Source: an optimization exercise on an open RTL-to-GDS flow (aim: small area, a short achievable clock period and few clock cycles). Production flows keep margins and buffers that such runs may drop.
Where RTL was checked, it was by simulation tests only, not by an equivalence proof against the original.
No activity file was given, so power comes from the tool's default toggle rates.

==> run M: inputs <==
## th_core
module th_core (
    input  wire        clk,
    input  wire        rst,           
    input  wire        run_start,
    input  wire [31:0] run_budget,    
    output wire        busy,
    output reg         done,
    output wire [31:0] consumed,
    output reg         refused,
    input  wire        host_wr,
    input  wire [4:0]  host_idx,
    input  wire [15:0] host_wdata,
    input  wire        di_req,
    input  wire [1:0]  irq_line,      
    output wire [31:0] pc_o,
    output wire [31:0] st_o,
    output wire        intout,
    output wire        mem_req,
    output wire        mem_we,
    output wire [27:0] mem_addr,
    output wire [15:0] mem_wdata,
    input  wire        mem_ready,
    input  wire [15:0] mem_rdata
);
Settings: LEC_CHECK=0, CAP_MARGIN=20, CORE_MARGIN=2, CORE_UTILIZATION=40, CTS_BUF_LIST=sky130_fd_sc_hd__clkbuf_8, SLEW_MARGIN=20, TNS_END_PERCENT=2; clock period 12.0 ns.
standard.sh (not shown) runs the stock make flow with config.mk's settings and CLKGATE_MAP_FILE= SYNTH_SCRIPT=/design/flow/synth_recipe.tcl, a recipe that flattens the netlist after the stock synthesis.
==> flow/flow/run.sh <==
#!/bin/bash
set -euo pipefail
bash standard.sh SETUP_SLACK_MARGIN=8 finish > orfs_make.log 2>&1
==> inputs of run K, as changes to run M <==
--- a/flow/design.v
+++ b/flow/design.v
@@ -1,14 +1,14 @@
-module th_ks_add #(parameter W = 32, parameter L = 5) (    
+module th_ks_add #(parameter W = 32) (
     input  wire [W-1:0] a,
     input  wire [W-1:0] b,
     input  wire         cin,
-    output wire [W-1:0] s,
-    output wire         cout
+    output wire [W-1:0] s
 );
+    localparam L = 5;                  
     wire [W-1:0] p0 = a ^ b;
     wire [W-1:0] g [0:L];
     wire [W-1:0] p [0:L];
     assign g[0] = (a & b) | {{(W-1){1'b0}}, p0[0] & cin};
     assign p[0] = p0;
     genvar l, i;
     generate
@@ -20,25 +20,24 @@
                 end else begin : g_pass
                     assign g[l+1][i] = g[l][i];
                     assign p[l+1][i] = p[l][i];
                 end
             end
         end
     endgenerate
-    assign s    = p0 ^ {g[L][W-2:0], cin};
-    assign cout = g[L][W-1];
+    assign s = p0 ^ {g[L][W-2:0], cin};
 endmodule
 module th_core (
     input  wire        clk,
     input  wire        rst,           
     input  wire        run_start,
     input  wire [31:0] run_budget,    
     output wire        busy,
     output reg         done,
-    output wire [31:0] consumed,
+    output reg  [31:0] consumed,
     output reg         refused,
     input  wire        host_wr,
     input  wire [4:0]  host_idx,
     input  wire [15:0] host_wdata,
     input  wire        di_req,
     input  wire [1:0]  irq_line,      
     output wire [31:0] pc_o,
@@ -84,32 +83,40 @@
     reg [31:0] st;
     reg [31:0] icounter;              
     reg [31:0] budget;
     reg [31:0] total;
     reg        stop_flag;
     reg        pend_hi, pend_di, pend_wv;
     reg [15:0] io [0:31];
-    reg        k_movi, k_addi, k_dsj, k_stl, k_ldl, k_stw, k_ldw, k_jmpa;    
+    reg [15:0] ir;
     reg [3:0]  rn;                    
     reg [31:0] an;                    
     reg [15:0] lo;                    
     reg [15:0] wdata;                 
     reg [3:0]  vsel;                  
     reg        nocheck;               
+    reg        wb_addi;               
     reg        ioph;                  
     reg [15:0] io_q;
     reg [27:0] abus;                  
-    reg        a_en, a_we;            
-    wire       a_io = (abus[27:11] == 17'h18000);    
+    reg        a_en, a_we, a_io;      
+    wire [11:0] k = ir[15:4];
     wire [31:0] sp = regs[15];
+    wire k_movi = (k == K_MOVI);
+    wire k_addi = (k == K_ADDI);
+    wire k_dsj  = (k == K_DSJ);
+    wire k_stl  = (k == K_STL);
+    wire k_ldl  = (k == K_LDL);
+    wire k_stw  = (k == K_STW);
+    wire k_ldw  = (k == K_LDW);
+    wire k_jmpa = (k == K_JMPA);
     assign busy   = ~sIDLE;
     assign pc_o   = pc;
     assign st_o   = st;
     assign intout = io[15][7];
-    assign consumed  = budget;         
     assign mem_req   = a_en & ~a_io;
     assign mem_we    = a_we;
     assign mem_addr  = abus;
     assign mem_wdata = wdata;
     wire [15:0] intpend = {4'b0, pend_wv, pend_di, pend_hi, 6'b0, irq_line[1], irq_line[0], 1'b0};
     wire [15:0] irq     = intpend & io[17];
     wire        nmi     = io[16][8];
@@ -145,29 +152,29 @@
     wire f_take   = sF & (nocheck | (loop_go & ~nmi & ~mirq)) & ok;
     wire [11:0] rk     = rd[15:4];
     wire        r_one  = (rk == K_NOP) || (rk == K_EINT) || (rk == K_DINT) || (rk == K_TSTOP);
     wire        r_unas = (rk > K_TSTOP);
     wire        r_reti = (rk == K_RETI);
     wire [31:0] add_b = (sINT0 | sINT3) ? 32'hFFFF_FFE0 :
                         (sR2 | sR4)     ? 32'd32 :
-                        k_dsj           ? 32'hFFFF_FFFF : {{16{rd[15]}}, rd};    
+                        sO1             ? 32'hFFFF_FFFF : {{16{lo[15]}}, lo};
     wire [31:0] sum;
-    th_ks_add #(32, 5) u_sum (.a(an), .b(add_b), .cin(1'b0), .s(sum), .cout());
+    th_ks_add #(32) u_sum (.a(an), .b(add_b), .cin(1'b0), .s(sum));
     wire dsj_taken = (an != 32'd1);
-    wire rf_we  = sINT0 | sINT3 | ((sR2 | sR4) & ok)
-                | (ok & ((sO1 & (k_dsj | k_addi)) | (sO2 & k_movi) | (sD1 & k_ldw) | (sD2 & k_ldl)));
+    wire rf_we  = wb_addi | sINT0 | sINT3 | ((sR2 | sR4) & ok)
+                | (ok & ((sO1 & k_dsj) | (sO2 & k_movi) | (sD1 & k_ldw) | (sD2 & k_ldl)));
     wire rf_sum = ~(sO2 | sD1 | sD2);
     wire [31:0] rf_wd = rf_sum ? sum : (k_ldw ? {16'd0, rd} : {rd, lo});
     wire [31:0] rf_wd_r = rst ? 32'd0 : rf_wd;
     integer i;
     always @(posedge clk)
         for (i = 0; i < 16; i = i + 1)
             if (rst || (rf_we && rn == i)) regs[i] <= rf_wd_r;
     wire [3:0]  rn_new = (f_int | r_reti) ? 4'd15 : rd[3:0];
-    wire [31:0] an_new = regs[rn_new];
+    wire [31:0] an_new = (wb_addi && rn == rn_new) ? sum : regs[rn_new];
     wire [15:0] io_wd_r = rst ? 16'd0 : io_wdata;
     wire        nmi_clr = f_int & nmi;
     always @(posedge clk) begin
         for (i = 0; i < 32; i = i + 1)
             if (i != 18 && i != 30 && (rst || (io_wr && io_widx == i))) io[i] <= io_wd_r;
         if (nmi_clr) io[16][8] <= 1'b0;
     end
@@ -179,16 +186,16 @@
     wire [31:0] icnt_c3 = icounter - 32'd3;
     wire [31:0] ncost   = 32'd0 - {27'd0, cost};
     wire        take3   = sO1 & k_dsj & dsj_taken;
     wire [31:0] icnt_next = halt_zero ? (charge ? ncost : 32'd0)
                           : charge ? (take3 ? icnt_c3 : icnt_c) : icounter;
     wire [27:0] pcw_inc  = pc[31:4] + 28'd1;
     wire [27:0] abus_inc = abus + 28'd1;
-    wire [27:0] dsj_tgt  = pcw_inc + {{12{rd[15]}}, rd};
-    wire        br_take  = sO1 & k_dsj & dsj_taken;    
+    wire [27:0] dsj_tgt;
+    th_ks_add #(28) u_tgt (.a(pcw_inc), .b({{12{rd[15]}}, rd}), .cin(1'b0), .s(dsj_tgt));
     wire [31:0] rdlo     = {rd, lo};
     localparam A_HOLD = 0, A_PC = 1, A_PCI = 2, A_TGT = 3, A_RDLO = 4, A_INC = 5,
                A_SUM = 6, A_SP = 7, A_VEC = 8;
     reg [3:0] asel;
     reg       n_en, n_we;
     always @(*) begin
         Sn   = S;
@@ -211,15 +218,15 @@
                 if (r_unas)      begin Sn[I_FIN] = 1'b1; n_en = 1'b0; end
                 else if (r_reti) begin Sn[I_R0]  = 1'b1; n_en = 1'b0; end
                 else                   Sn[I_O1]  = 1'b1;
             end
         end
         if (sO1 && ok) begin
             Sn[I_O1] = 1'b0;
-            asel = A_PCI;                     
+            asel = (k_dsj && dsj_taken) ? A_TGT : A_PCI;
             if (k_addi || k_dsj) Sn[I_F]  = 1'b1;
             else                 Sn[I_O2] = 1'b1;
         end
         if (sO2 && ok) begin
             Sn[I_O2] = 1'b0;
             if (k_movi)      begin Sn[I_F] = 1'b1; asel = A_PCI; end
             else if (k_jmpa) begin Sn[I_F] = 1'b1; asel = A_RDLO; end
@@ -249,62 +256,62 @@
         if (sR4 && ok) begin Sn[I_R4] = 1'b0; Sn[I_F] = 1'b1; asel = A_RDLO; end
     end
     reg [27:0] na;
     always @(*) begin
         case (asel)
             A_PC:    na = pc[31:4];
             A_PCI:   na = pcw_inc;
+            A_TGT:   na = dsj_tgt;
             A_RDLO:  na = rdlo[31:4];
             A_INC:   na = abus_inc;
             A_SUM:   na = sum[31:4];
             A_SP:    na = sp[31:4];
             A_VEC:   na = {23'h7FFFFF, vsel[3:0], 1'b0};
             default: na = abus;
         endcase
     end
+    wire na_io = (na[27:11] == 17'h18000);
     wire finish = f_finish | sFIN;
     always @(posedge clk) begin
         if (rst) begin
             S         <= {{(NS-1){1'b0}}, 1'b1} << I_BOOT0;
             abus      <= 28'hFFFFFFE;
             a_en      <= 1'b1;
             a_we      <= 1'b0;
+            a_io      <= 1'b0;
             pend_hi   <= 1'b0;
             pend_di   <= 1'b0;
             pend_wv   <= 1'b0;
             pc        <= 32'd0;
             st        <= ST_INIT;
             icounter  <= 32'd0;
             budget    <= 32'd0;
             total     <= 32'd0;
             stop_flag <= 1'b0;
-            k_movi    <= 1'b0;
-            k_addi    <= 1'b0;
-            k_dsj     <= 1'b0;
-            k_stl     <= 1'b0;
-            k_ldl     <= 1'b0;
-            k_stw     <= 1'b0;
-            k_ldw     <= 1'b0;
-            k_jmpa    <= 1'b0;
+            ir        <= 16'd0;
             rn        <= 4'd0;
             an        <= 32'd0;
             lo        <= 16'd0;
             wdata     <= 16'd0;
             vsel      <= 4'd0;
             nocheck   <= 1'b0;
+            wb_addi   <= 1'b0;
             ioph      <= 1'b0;
             io_q      <= 16'd0;
             done      <= 1'b0;
+            consumed  <= 32'd0;
             refused   <= 1'b0;
         end else begin
             S       <= Sn;
             abus    <= na;
+            a_io    <= na_io;
             a_en    <= n_en;
             a_we    <= n_we;
             done    <= 1'b0;
+            wb_addi <= 1'b0;
             if (a_en & a_io & ~a_we & ~ioph) begin
                 ioph <= 1'b1;
                 io_q <= io_rdata;
             end else begin
                 ioph <= 1'b0;
             end
             if (io_wr) begin
@@ -322,51 +329,45 @@
             if (f_take || f_int) begin
                 rn <= rn_new;
                 an <= an_new;
             end else if (rf_we) begin
                 an <= rf_wd;
             end
             if (finish) begin
-                budget   <= cons;
+                consumed <= cons;
                 total    <= total_rep;
                 done     <= 1'b1;
             end
             if (sBOOT0 && ok) lo <= rd;
             if (sBOOT1 && ok) pc <= rdlo;
             if (sIDLE && run_start) begin
                 refused   <= 1'b0;
                 budget    <= run_budget;
                 icounter  <= run_budget;
                 stop_flag <= 1'b0;
                 nocheck   <= 1'b0;
                 if (io[16][15]) begin
-                    budget   <= 32'd0;
+                    consumed <= 32'd0;
                     done     <= 1'b1;
                 end
             end
             if (f_int) vsel <= sel_vsel;
             if (f_take) begin
-                k_movi  <= (rk == K_MOVI);
-                k_addi  <= (rk == K_ADDI);
-                k_dsj   <= (rk == K_DSJ);
-                k_stl   <= (rk == K_STL);
-                k_ldl   <= (rk == K_LDL);
-                k_stw   <= (rk == K_STW);
-                k_ldw   <= (rk == K_LDW);
-                k_jmpa  <= (rk == K_JMPA);
+                ir      <= rd;
                 pc      <= {pcw_inc, 4'b0};
                 nocheck <= 1'b0;
                 if (rk == K_EINT)  st[IE_BIT] <= 1'b1;
                 if (rk == K_DINT)  st[IE_BIT] <= 1'b0;
                 if (rk == K_TSTOP) stop_flag  <= 1'b1;
                 if (r_unas)        refused    <= 1'b1;
             end
             if (sO1 && ok) begin
                 lo <= rd;
-                pc <= {pcw_inc, 4'b0};
+                pc <= (k_dsj && dsj_taken) ? {dsj_tgt, 4'b0} : {pcw_inc, 4'b0};
+                if (k_addi) wb_addi <= 1'b1;
             end
             if (sO2 && ok) begin
                 pc    <= k_jmpa ? rdlo : {pcw_inc, 4'b0};
                 wdata <= an[15:0];
             end
             if (sD1 && ok) begin
                 lo    <= rd;
@@ -382,14 +383,10 @@
                 pc      <= rdlo;
                 nocheck <= 1'b1;
             end
             if (sR1 && ok) lo <= rd;
             if (sR2 && ok) st <= rdlo;
             if (sR3 && ok) lo <= rd;
             if (sR4 && ok) pc <= rdlo;
-            if (br_take && ok) begin
-                pc   <= {dsj_tgt, 4'b0};
-                abus <= dsj_tgt;
-            end
         end
     end
 endmodule
==> flow/run.sh (new file) <==
#!/bin/bash
# synth_recipe.tcl (not shown) runs the flow's synth.tcl, then flattens the netlist and writes it again
# the make line also repeats each setting of config.mk as NAME=value (left out here)
make -C /OpenROAD-flow-scripts/flow DESIGN_CONFIG=/design/flow/config.mk WORK_HOME=/design/flow/orfs CLKGATE_MAP_FILE= SYNTH_SCRIPT=/design/flow/synth_recipe.tcl finish
CTS_BUF_LIST = default   (was sky130_fd_sc_hd__clkbuf_8)
SETUP_SLACK_MARGIN = 5   (was default)
TNS_END_PERCENT = default   (was 2)
removed: flow/flow/run.sh
removed: flow/standard.sh
==> inputs of run Y, as changes to run M <==
--- a/flow/design.v
+++ b/flow/design.v
@@ -23,14 +23,30 @@
                 end
             end
         end
     endgenerate
     assign s    = p0 ^ {g[L][W-2:0], cin};
     assign cout = g[L][W-1];
 endmodule
+module th_br_tgt (
+    input  wire [27:0] base,
+    input  wire [15:0] d,
+    output wire [27:0] t
+);
+    wire [15:0] s;
+    wire        c;
+    th_ks_add #(16, 4) u_lo (.a(base[15:0]), .b(d), .cin(1'b0), .s(s), .cout(c));
+    wire [11:0] hi   = base[27:16];
+    wire [11:0] hi_p = hi + 12'd1;
+    wire [11:0] hi_m = ~(~hi + 12'd1);       
+    wire        up   = c & ~d[15];
+    wire        dn   = ~c & d[15];
+    assign t[15:0]  = s;
+    assign t[27:16] = (hi & {12{~up & ~dn}}) | (hi_p & {12{up}}) | (hi_m & {12{dn}});
+endmodule
 module th_core (
     input  wire        clk,
     input  wire        rst,           
     input  wire        run_start,
     input  wire [31:0] run_budget,    
     output wire        busy,
     output reg         done,
@@ -91,14 +107,15 @@
     reg        k_movi, k_addi, k_dsj, k_stl, k_ldl, k_stw, k_ldw, k_jmpa;    
     reg [3:0]  rn;                    
     reg [31:0] an;                    
     reg [15:0] lo;                    
     reg [15:0] wdata;                 
     reg [3:0]  vsel;                  
     reg        nocheck;               
+    reg        wb_addi;               
     reg        ioph;                  
     reg [15:0] io_q;
     reg [27:0] abus;                  
     reg        a_en, a_we;            
     wire       a_io = (abus[27:11] == 17'h18000);    
     wire [31:0] sp = regs[15];
     assign busy   = ~sIDLE;
@@ -145,29 +162,29 @@
     wire f_take   = sF & (nocheck | (loop_go & ~nmi & ~mirq)) & ok;
     wire [11:0] rk     = rd[15:4];
     wire        r_one  = (rk == K_NOP) || (rk == K_EINT) || (rk == K_DINT) || (rk == K_TSTOP);
     wire        r_unas = (rk > K_TSTOP);
     wire        r_reti = (rk == K_RETI);
     wire [31:0] add_b = (sINT0 | sINT3) ? 32'hFFFF_FFE0 :
                         (sR2 | sR4)     ? 32'd32 :
-                        k_dsj           ? 32'hFFFF_FFFF : {{16{rd[15]}}, rd};    
+                        sO1             ? 32'hFFFF_FFFF : {{16{lo[15]}}, lo};
     wire [31:0] sum;
     th_ks_add #(32, 5) u_sum (.a(an), .b(add_b), .cin(1'b0), .s(sum), .cout());
     wire dsj_taken = (an != 32'd1);
-    wire rf_we  = sINT0 | sINT3 | ((sR2 | sR4) & ok)
-                | (ok & ((sO1 & (k_dsj | k_addi)) | (sO2 & k_movi) | (sD1 & k_ldw) | (sD2 & k_ldl)));
+    wire rf_we  = wb_addi | sINT0 | sINT3 | ((sR2 | sR4) & ok)
+                | (ok & ((sO1 & k_dsj) | (sO2 & k_movi) | (sD1 & k_ldw) | (sD2 & k_ldl)));
     wire rf_sum = ~(sO2 | sD1 | sD2);
     wire [31:0] rf_wd = rf_sum ? sum : (k_ldw ? {16'd0, rd} : {rd, lo});
     wire [31:0] rf_wd_r = rst ? 32'd0 : rf_wd;
     integer i;
     always @(posedge clk)
         for (i = 0; i < 16; i = i + 1)
             if (rst || (rf_we && rn == i)) regs[i] <= rf_wd_r;
     wire [3:0]  rn_new = (f_int | r_reti) ? 4'd15 : rd[3:0];
-    wire [31:0] an_new = regs[rn_new];
+    wire [31:0] an_new = (wb_addi && rn == rn_new) ? sum : regs[rn_new];
     wire [15:0] io_wd_r = rst ? 16'd0 : io_wdata;
     wire        nmi_clr = f_int & nmi;
     always @(posedge clk) begin
         for (i = 0; i < 32; i = i + 1)
             if (i != 18 && i != 30 && (rst || (io_wr && io_widx == i))) io[i] <= io_wd_r;
         if (nmi_clr) io[16][8] <= 1'b0;
     end
@@ -179,16 +196,16 @@
     wire [31:0] icnt_c3 = icounter - 32'd3;
     wire [31:0] ncost   = 32'd0 - {27'd0, cost};
     wire        take3   = sO1 & k_dsj & dsj_taken;
     wire [31:0] icnt_next = halt_zero ? (charge ? ncost : 32'd0)
                           : charge ? (take3 ? icnt_c3 : icnt_c) : icounter;
     wire [27:0] pcw_inc  = pc[31:4] + 28'd1;
     wire [27:0] abus_inc = abus + 28'd1;
-    wire [27:0] dsj_tgt  = pcw_inc + {{12{rd[15]}}, rd};
-    wire        br_take  = sO1 & k_dsj & dsj_taken;    
+    wire [27:0] dsj_tgt;
+    th_br_tgt u_tgt (.base(pcw_inc), .d(rd), .t(dsj_tgt));
     wire [31:0] rdlo     = {rd, lo};
     localparam A_HOLD = 0, A_PC = 1, A_PCI = 2, A_TGT = 3, A_RDLO = 4, A_INC = 5,
                A_SUM = 6, A_SP = 7, A_VEC = 8;
     reg [3:0] asel;
     reg       n_en, n_we;
     always @(*) begin
         Sn   = S;
@@ -211,15 +228,15 @@
                 if (r_unas)      begin Sn[I_FIN] = 1'b1; n_en = 1'b0; end
                 else if (r_reti) begin Sn[I_R0]  = 1'b1; n_en = 1'b0; end
                 else                   Sn[I_O1]  = 1'b1;
             end
         end
         if (sO1 && ok) begin
             Sn[I_O1] = 1'b0;
-            asel = A_PCI;                     
+            asel = (k_dsj && dsj_taken) ? A_TGT : A_PCI;
             if (k_addi || k_dsj) Sn[I_F]  = 1'b1;
             else                 Sn[I_O2] = 1'b1;
         end
         if (sO2 && ok) begin
             Sn[I_O2] = 1'b0;
             if (k_movi)      begin Sn[I_F] = 1'b1; asel = A_PCI; end
             else if (k_jmpa) begin Sn[I_F] = 1'b1; asel = A_RDLO; end
@@ -249,14 +266,15 @@
         if (sR4 && ok) begin Sn[I_R4] = 1'b0; Sn[I_F] = 1'b1; asel = A_RDLO; end
     end
     reg [27:0] na;
     always @(*) begin
         case (asel)
             A_PC:    na = pc[31:4];
             A_PCI:   na = pcw_inc;
+            A_TGT:   na = dsj_tgt;
             A_RDLO:  na = rdlo[31:4];
             A_INC:   na = abus_inc;
             A_SUM:   na = sum[31:4];
             A_SP:    na = sp[31:4];
             A_VEC:   na = {23'h7FFFFF, vsel[3:0], 1'b0};
             default: na = abus;
         endcase
@@ -287,24 +305,26 @@
             k_jmpa    <= 1'b0;
             rn        <= 4'd0;
             an        <= 32'd0;
             lo        <= 16'd0;
             wdata     <= 16'd0;
             vsel      <= 4'd0;
             nocheck   <= 1'b0;
+            wb_addi   <= 1'b0;
             ioph      <= 1'b0;
             io_q      <= 16'd0;
             done      <= 1'b0;
             refused   <= 1'b0;
         end else begin
             S       <= Sn;
             abus    <= na;
             a_en    <= n_en;
             a_we    <= n_we;
             done    <= 1'b0;
+            wb_addi <= 1'b0;
             if (a_en & a_io & ~a_we & ~ioph) begin
                 ioph <= 1'b1;
                 io_q <= io_rdata;
             end else begin
                 ioph <= 1'b0;
             end
             if (io_wr) begin
@@ -358,15 +378,16 @@
                 if (rk == K_EINT)  st[IE_BIT] <= 1'b1;
                 if (rk == K_DINT)  st[IE_BIT] <= 1'b0;
                 if (rk == K_TSTOP) stop_flag  <= 1'b1;
                 if (r_unas)        refused    <= 1'b1;
             end
             if (sO1 && ok) begin
                 lo <= rd;
-                pc <= {pcw_inc, 4'b0};
+                pc <= (k_dsj && dsj_taken) ? {dsj_tgt, 4'b0} : {pcw_inc, 4'b0};
+                if (k_addi) wb_addi <= 1'b1;
             end
             if (sO2 && ok) begin
                 pc    <= k_jmpa ? rdlo : {pcw_inc, 4'b0};
                 wdata <= an[15:0];
             end
             if (sD1 && ok) begin
                 lo    <= rd;
@@ -382,14 +403,10 @@
                 pc      <= rdlo;
                 nocheck <= 1'b1;
             end
             if (sR1 && ok) lo <= rd;
             if (sR2 && ok) st <= rdlo;
             if (sR3 && ok) lo <= rd;
             if (sR4 && ok) pc <= rdlo;
-            if (br_take && ok) begin
-                pc   <= {dsj_tgt, 4'b0};
-                abus <= dsj_tgt;
-            end
         end
     end
 endmodule
CTS_BUF_LIST = default   (was sky130_fd_sc_hd__clkbuf_8)
TNS_END_PERCENT = 5   (was 2)
==> impl.org <==
** Pwr
- In this run, the clock network consumes between 30% and 40% of the power.

** Detailed routing
- Top layer used by detailed routing :: met4

** Die
- Initial Util :: 40.2%
- Width of the die :: slightly below 400 um

** Setup path
- STA puts the critical path data arrival time at about 6 ns.
- The critical path runs through a total of 14 cells.

** Clock tree
- Buffers inserted during clock tree synthesis total 213.

** Min path
- The worst hold path terminates at total[10].

** Status
- The run finished with no timing, DRC or antenna violations.

** STA
- Hold_ws :: 0.454 ns
- Counting I/O delays and the setup requirement, the final critical path takes 5.07 ns.

** Finish
- Number of combinational gates with multiple inputs :: around 3500
- From synthesis to final layout, the design area changed by 20.5%.
(the above is from run M)
==> impl.org <==
** Detailed routing
- Top layer used by detailed routing :: met5

** Status
- Run status :: finished clean

** Min path
- WHS Endpoint :: total[11]

** Die
- Width of the die :: 398 um

** STA
- Subtracting the final worst setup slack from the clock period gives roughly 5.5 ns.

** Setup path
- STA puts the critical path data arrival time at 6.12 ns.
(the above is from run Y)
==> impl.org <==
** Finish
- 3737 cells are multi-input combinational gates.
- Compared with the post-synthesis result, the final layout area differs by 17.1%.

** Die
- The die is just under 400 um wide.

** Min path
- WHS Endpoint :: consumed[17]

** STA
- Hold_ws :: approximately 0.45 ns

** Status
- The flow ran to the end and the layout has no timing, DRC or antenna violations.
(the above is from run K)
Testbench counts of run K, summed over its fixed seeds: cycles 182,188.
Function not checked in run M and run Y: the RTL went through the layout flow alone.

## port drivers added, routing unchanged
In the flow no input, the clock included, has a driving cell. The finished layouts below were timed again as built, in two steps.
Step 1 sets driving cells, clkbuf_16 on the clock port and buf_2 on the other inputs (assumed; they add their load-dependent delay and slew).
Step 2 moves the port delays by t, midway between the first and last clock arrival at a register: inputs arrive t later, outputs are due t later. That takes back most of the time a late clock gives input paths.
a / b / c = ideal ports / drivers / drivers and shift; a / b = the first two.
| run | t (ns) | slack for setup (ns) | hold WS [ns] |
|---|---|---|---|
| run M | 1.046 | 6.929 / 6.926 / 5.880 | 0.454 / 0.454 / 0.454 |
| run K | 0.877 | 4.858 / 4.866 / 3.988 | 0.449 / 0.449 / 0.449 |
| run Y | 0.865 | 6.524 / 6.407 / 5.542 | 0.450 / 0.450 / 0.450 |
After both steps setup and hold are still met in every run listed. The setup slack of run M, which loses most, moves by -0.003 ns with the drivers and by -1.049 ns with both steps.
